What follows belongs to an exercise in optimizing a design on an open flow for a short achievable clock period and few clock cycles per item; a production flow would make more cautious choices. The RTL was checked by simulation tests, not by an equivalence proof against the original design.

File: design/flow/config.mk
export PLATFORM = sky130hd
export DESIGN_NAME = wav12_expander
export DESIGN_NICKNAME = wav12_expander
export VERILOG_FILES = /design/flow/design.v
export SDC_FILE = /design/flow/constraint.sdc
export NUM_CORES = 4
export LEC_CHECK = 0
export CAP_MARGIN = 20
export CORE_MARGIN = 2
export CORE_UTILIZATION = 40
export PLACE_DENSITY = 0.6
export SLEW_MARGIN = 20
File: design/flow/constraint.sdc
create_clock -name core_clock -period 10.0 [get_ports {clk}]
set_input_delay 2.0000 -clock core_clock [delete_from_list [all_inputs] [get_ports {clk}]]
set_output_delay 2.0000 -clock core_clock [all_outputs]
set_load 0.01 [all_outputs]
File: design/flow/design.v
module wav12_expander (
    input  wire        clk,
    input  wire        rst,
    input  wire        start,
    input  wire        cfg_fmt,
    input  wire [3:0]  cfg_shift,
    input  wire [15:0] cfg_nsamples,
    input  wire [16:0] cfg_vol,
    output wire        idle,
    output wire        done,
    output wire [1:0]  status,
    input  wire        in_valid,
    input  wire [7:0]  in_data,
    input  wire        in_last,
    output wire        in_ready,
    output wire        out_valid,
    input  wire        out_ready,
    output wire [15:0] out_sample,
    output wire [31:0] out_scaled
);
    localparam [1:0] ST_OK        = 2'd0;
    localparam [1:0] ST_EXHAUSTED = 2'd1;
    localparam [1:0] ST_RANGE     = 2'd2;
    localparam [3:0] S_IDLE  = 4'd0;
    localparam [3:0] S_CODE  = 4'd1;    
    localparam [3:0] S_SIGN  = 4'd2;    
    localparam [3:0] S_MAG   = 4'd3;    
    localparam [3:0] S_RAW   = 4'd4;    
    localparam [3:0] S_CALC  = 4'd5;    
    localparam [3:0] S_OUT   = 4'd6;    
    localparam [3:0] S_DRAIN = 4'd7;    
    localparam [3:0] S_DONE  = 4'd8;
    reg [3:0]  state;
    reg        fmt;
    reg [3:0]  shift;
    reg [15:0] remaining;
    reg [16:0] vol;
    reg [7:0]  bbuf;
    reg [3:0]  bcnt;         
    reg        last_seen;    
    reg [15:0] field;
    reg [4:0]  fcnt;         
    reg [3:0]  code;
    reg        sign;
    reg        escape;
    reg signed [15:0] prev1, prev2, prev3;
    reg [15:0] y_out;
    reg [1:0]  status_r;
    wire reading   = (state == S_CODE) || (state == S_SIGN) ||
                     (state == S_MAG)  || (state == S_RAW);
    wire have_bit  = (bcnt != 4'd0);
    wire bit_in    = bbuf[7];
    wire take_bit  = reading && have_bit;
    wire need_byte = reading && !have_bit && !last_seen;
    wire exhausted = reading && !have_bit &&  last_seen;
    assign in_ready = need_byte || (state == S_DRAIN && !last_seen);
    wire   byte_fire = in_valid && in_ready;
    wire [15:0] field_next = {field[14:0], bit_in};
    wire signed [19:0] p1 = prev1;
    wire signed [19:0] p2 = prev2;
    wire signed [19:0] p3 = prev3;
    wire signed [19:0] guess = 20'sd3 * p1 - 20'sd3 * p2 + p3;
    wire signed [19:0] mag   = {4'd0, field};
    wire signed [19:0] raw_x = {{4{field[15]}}, field};
    wire signed [19:0] x     = escape ? raw_x : (sign ? guess + mag : guess - mag);
    wire signed [19:0] x_sh  = x >>> (5'd15 - {1'b0, shift});
    wire in_range = (x_sh == 20'sd0) || (x_sh == -20'sd1);
    wire [15:0] y = x[15:0] << shift;
    wire [15:0] raw_le = {field[7:0], field[15:8]};
    wire        last_sample = (remaining == 16'd1);
    always @(posedge clk) begin
        if (rst) begin
            state     <= S_IDLE;
            status_r  <= ST_OK;
            bcnt      <= 4'd0;
            last_seen <= 1'b0;
            prev1     <= 16'sd0;
            prev2     <= 16'sd0;
            prev3     <= 16'sd0;
        end else begin
            if (byte_fire) begin
                bbuf      <= in_data;
                bcnt      <= 4'd8;
                last_seen <= in_last;
            end else if (take_bit) begin
                bbuf <= {bbuf[6:0], 1'b0};
                bcnt <= bcnt - 4'd1;
            end
            if (take_bit) begin
                field <= field_next;
                fcnt  <= fcnt - 5'd1;
            end
            case (state)
                S_IDLE, S_DONE: begin
                    if (start) begin
                        fmt       <= cfg_fmt;
                        shift     <= cfg_shift;
                        remaining <= cfg_nsamples;
                        vol       <= cfg_vol;
                        status_r  <= ST_OK;
                        bcnt      <= 4'd0;
                        last_seen <= 1'b0;
                        prev1     <= 16'sd0;
                        prev2     <= 16'sd0;
                        prev3     <= 16'sd0;
                        field     <= 16'd0;
                        if (cfg_nsamples == 16'd0) begin
                            state <= S_DRAIN;
                        end else if (cfg_fmt) begin
                            state <= S_CODE;
                            fcnt  <= 5'd4;
                        end else begin
                            state <= S_RAW;
                            fcnt  <= 5'd16;
                        end
                    end else begin
                        state <= S_IDLE;
                    end
                end
                S_CODE: begin
                    if (exhausted) begin
                        status_r <= ST_EXHAUSTED;
                        state    <= S_DONE;
                    end else if (take_bit && fcnt == 5'd1) begin
                        code <= field_next[3:0];
                        if (field_next[3:0] == 4'd15) begin
                            escape <= 1'b1;
                            fcnt   <= 5'd16;
                            state  <= S_RAW;
                        end else begin
                            escape <= 1'b0;
                            state  <= S_SIGN;
                        end
                    end
                end
                S_SIGN: begin
                    if (exhausted) begin
                        status_r <= ST_EXHAUSTED;
                        state    <= S_DONE;
                    end else if (take_bit) begin
                        sign  <= bit_in;
                        field <= 16'd0;
                        fcnt  <= {1'b0, code} + 5'd1;
                        state <= S_MAG;
                    end
                end
                S_MAG, S_RAW: begin
                    if (exhausted) begin
                        status_r <= ST_EXHAUSTED;
                        state    <= S_DONE;
                    end else if (take_bit && fcnt == 5'd1) begin
                        state <= S_CALC;
                    end
                end
                S_CALC: begin
                    if (!fmt) begin
                        y_out <= raw_le;
                        state <= S_OUT;
                    end else if (!in_range) begin
                        status_r <= ST_RANGE;
                        state    <= S_DRAIN;
                    end else begin
                        y_out <= y;
                        prev3 <= prev2;
                        prev2 <= prev1;
                        prev1 <= x[15:0];
                        state <= S_OUT;
                    end
                end
                S_OUT: begin
                    if (out_ready) begin
                        remaining <= remaining - 16'd1;
                        field     <= 16'd0;
                        if (last_sample) begin
                            state <= S_DRAIN;
                        end else if (fmt) begin
                            fcnt  <= 5'd4;
                            state <= S_CODE;
                        end else begin
                            fcnt  <= 5'd16;
                            state <= S_RAW;
                        end
                    end
                end
                S_DRAIN: begin
                    if (last_seen || (byte_fire && in_last))
                        state <= S_DONE;
                end
                default: state <= S_IDLE;
            endcase
        end
    end
    assign idle       = (state == S_IDLE) || (state == S_DONE);
    assign done       = (state == S_DONE);
    assign status     = status_r;
    assign out_valid  = (state == S_OUT);
    assign out_sample = y_out;
    assign out_scaled = $signed(y_out) * $signed({1'b0, vol});
endmodule
File: design/flow/run.sh
#!/bin/bash
# synth_recipe.tcl (not shown) runs the flow's synth.tcl, then flattens the netlist and writes it again
# the make line also repeats each setting of config.mk as NAME=value (left out here)
make -C /OpenROAD-flow-scripts/flow DESIGN_CONFIG=/design/flow/config.mk WORK_HOME=/design/flow/orfs CLKGATE_MAP_FILE= SYNTH_SCRIPT=/design/flow/synth_recipe.tcl finish
==> impl_metrics.csv <==
group,metric,value,unit
clock_network,clk_pin_slew,80,ps
placement,dp_cells,3136,
setup_path,endpoint_kind,"output pin",
floorplan,start_util,0.406,
floorplan,coreArea,0.0527,mm²
setup_path,critPathLaunchType,"register",
placement,port_buffers,105,
clock_network,insertion_delay,470,ps
worst_hold_path,hold_path_depth,2,
synthesis,synthFlopType,"edfxtp_1",
sta,tightest_slew,1070,ps
global_routing,grt_overflow,0,
synthesis,yosysSeqAreaShare,0.180,
final_layout,insertedDiodeCount,0,
global_routing,grt_pass1_vias,17600,
clock_network,cts_made_buffers,17,
floorplan,rows,84,
job,max_cap_violations,0,
clock_network,cts_max_path_buffers,2,
routing,drtPass1Iterations,6,
placement,post-dp-hpwl,45900,µm
final_layout,final_cells,3181,
setup_path,cpPeakStageDelay,630,ps
synthesis,synth_warnings,1,
routing,dr_total_vias,17300,
final_layout,drive_above_1_share,0.0750,
synthesis,synth_top_area_frac,0.243,
clock_network,cts_tree,"built",
global_routing,grt_start_max_net_pins,75,
setup_path,slowest_stage,"edfxtp_1",
outcome,status,"no timing/DRC/antenna violations",
sta,slew_violations,0,
placement,place.gp.congestion,0.904,
sta,min_period,9680,ps
synthesis,netlist_top_cells_count,"inv_1 (421), nand2_1 (288), fa_1 (259), ha_1 (194), nor2_1 (116)",
global_routing,grt_first_pass_wirelength,93900,µm
sta,setup_violations,0,
routing,drc,0,
routing,antenna_left,0,
sta,whs,503,ps
final_layout,utilization,0.454,
setup_path,r2r_slack,730,ps
synthesis,async_reset_ff_frac,0,
setup_path,reg2regPathDepth,38,
worst_hold_path,hp-class,"reg2reg",
routing,dr.first_iter.drc_count,1288,
synthesis,synth_top_cell_by_area,"fa_1",
synthesis,synth-seq-cells,148,
setup_path,r2r_start,"prev1[0]$_SDFFE_PP0P_",
global_routing,grt_util_all_layers,0.211,
sta,finClkSkew,13.0,ps
floorplan,die-height,235,µm
routing,viasPerCell,5.45,
sta,relSlewSlack,0.269,
final_layout,fin_area,0.0239,mm²
setup_path,path_max_fanout,10,
routing,routed_wl,57600,µm
setup_path,cp_common_cell,"fa_1",
synthesis,synthTopCellsByArea,"fa_1 (24%), edfxtp_1 (13%), ha_1 (11%)",
worst_hold_path,min_from,"bcnt[2]$_SDFF_PP0_",
placement,postPlaceCellArea,0.0232,mm²
routing,post_drt_wl_per_cell,18.1,µm
setup_path,worstPathArrival,7680,ps
floorplan,die_area,0.0553,mm²
clock_network,cts_max_level,4,
sta,period_share,0.968,
synthesis,yosysMostFrequentCell,"inv_1",
synthesis,synth_area_per_cell,8.87,µm²
setup_path,cp.required,8000,ps
synthesis,syn_inst,2408,
final_layout,fin_nets,2985,
synthesis,ys_types,83,
clock_network,cts_hold_buf,0,
sta,finalHoldViolCount,0,
sta,fmax,103,MHz
worst_hold_path,min_to,"bcnt[2]$_SDFF_PP0_",
synthesis,synth_edf_count,89,
global_routing,antenna_found_initial,1,
floorplan,ios,106,
synthesis,syn-num-nets,2913,
setup_path,worstPathCellList,"buf_4, and2_1, fa_1, inv_1, fa_1, fa_1, fa_1, fa_1, inv_1, fa_1, ha_1, and2_1, o21ai_0, a31oi_1, or2_2, a41o_1, nand2b_1, a21o_1, a21oi_1, xnor2_1, clkdlybuf4s50_1",
setup_path,crit_type,"reg2out",
synthesis,syn_area,0.0214,mm²
clock_network,cts-root-buf,"clkbuf_16",
floorplan,die_w,235,µm
clock_network,cts.sinks,148,
final_layout,area_growth,11.9,%
setup_path,reg2reg_to,"prev1[0]$_SDFFE_PP0P_",
area by class of cell:
cell class                      instances  area [µm²]
Multi-Input combinational cell       1727       15500
Tap cell                              688         861
Timing Repair Buffer                  160        1510
Inverter                              426        1600
Sequential cell                       148        3850
Fill cell                            5121       28700
Clock buffer                           17         425
Clock inverter                         15         176
worst max-delay path, delay by kind of cell (launching register included):
family	cells	cell delay, ps
adders and majority gates	7	3310
and+or+nand+nor	4	850
xor gates and xnor gates	1	130
AOI/OAI and AO/OA	5	1330
DFF	1	630
buffers and inverters	4	980
sequential cells by signal, indices dropped and copies added, names as in the netlist:
| register | cells |
|---|---|
| code | 4 |
| bcnt | 4 |
| shift | 4 |
| prev2 | 16 |
| remaining | 16 |
| bbuf | 8 |
| fmt | 1 |
| last_seen | 1 |
| escape | 1 |
| prev1 | 16 |
| fcnt | 5 |
| field | 16 |
| y_out | 16 |
| prev3 | 16 |
| sign | 1 |
| vol | 17 |
| state | 4 |
| status_r | 2 |
what timing repair did:
item,CTS,global route
setup endpoints to repair,0,67
setup buffers,0,13
gates resized for setup,0,5
worst max-delay path by stage:
stage                                     start            endpoint  slack, ps  depth (start not counted)
after floorplan           prev2[1]$_SDFFE_PP0P_  y_out[0]$_DFFE_PP_        690                         39
after global placement       y_out[4]$_DFFE_PP_      out_scaled[30]        590                         27
after detailed placement      vol[12]$_DFFE_PP_      out_scaled[30]        520                         25
after CTS                    y_out[4]$_DFFE_PP_      out_scaled[30]         30                         27
after global routing      prev1[0]$_SDFFE_PP0P_  y_out[5]$_DFFE_PP_        -20                         40
final                       y_out[10]$_DFFE_PP_      out_scaled[30]        320                         21
cells in the final DEF (no fill, tap or decap), types with 17 or more instances in the layout:
| master | instances |
|---|---|
| edfxtp_1 | 89 |
| nand2b_1 | 32 |
| nand3_1 | 37 |
| clkbuf_16 | 17 |
| mux2i_1 | 27 |
| buf_4 | 51 |
| a211oi_1 | 19 |
| nor3_1 | 27 |
| and2_1 | 113 |
| a21oi_1 | 84 |
| nand2_1 | 288 |
| a21o_1 | 29 |
| dfxtp_1 | 59 |
| xnor2_1 | 51 |
| ha_1 | 194 |
| fa_1 | 259 |
| mux2_2 | 21 |
| a32o_2 | 37 |
| clkdlybuf4s50_1 | 105 |
| xor2_1 | 32 |
| nor2_1 | 115 |
| o21ai_0 | 70 |
| inv_1 | 421 |
| and3_1 | 17 |
per-stage QoR:
| stage | setup TNS [ps] | worst slack (ps) |
|---|---|---|
| 6_report | 0 | 318 |
| 4_1_cts | 0 | 27.1 |
| 2_1_floorplan | 0 | 690 |
| 3_5_place_dp | 0 | 522 |
| 5_1_grt | -272 | -16.0 |
| 3_3_place_gp | 0 | 594 |
routing by layer:
layer / up-vias / part of all wire / track usage
li1: 8157 / - / -
met2: 506 / 0.48 / 0.349
met5: - / 0 / 0
met1: 8602 / 0.44 / 0.282
met3: 66 / 0.057 / 0.0392
met4: 0 / 0.021 / 0.0598
logic make-up after synthesis:
family	synth area share
simple gates	0.165
buf+inv	0.0968
fa+ha+maj	0.356
compound gates	0.141
flops	0.180
xor+xnor	0.0352
mux	0.0258
Testbench counts, summed over its fixed seeds: cycles 786,410, samples 56,206.

[port drivers added, routing unchanged]
In the flow no input, the clock included, has a driving cell. The finished layout below was timed again as built, in two steps. Step 1: set_driving_cell puts a clkbuf_16 on clk and a buf_2 on each other input, an assumption about the parent block. Step 2 times the ports against the registers' clock, not the clock port: input delays grow and output delays shrink by t, the midpoint of the rising clock arrivals with the driver on. Three values: no drivers, after step 1, after step 2; two values: the first two.
t, ns: 0.520
setup slack, ns: 0.318 / 0.260 / 0.730
hold slack, ns: 0.503 / 0.503 / 0.503
worst data-port slew with drivers (ns): 0.06
pins driven straight from the clock port: 1
After both steps this run still meets setup and hold. For this run, drivers alone change the setup slack by -0.058 ns; drivers and shift together by +0.412 ns.
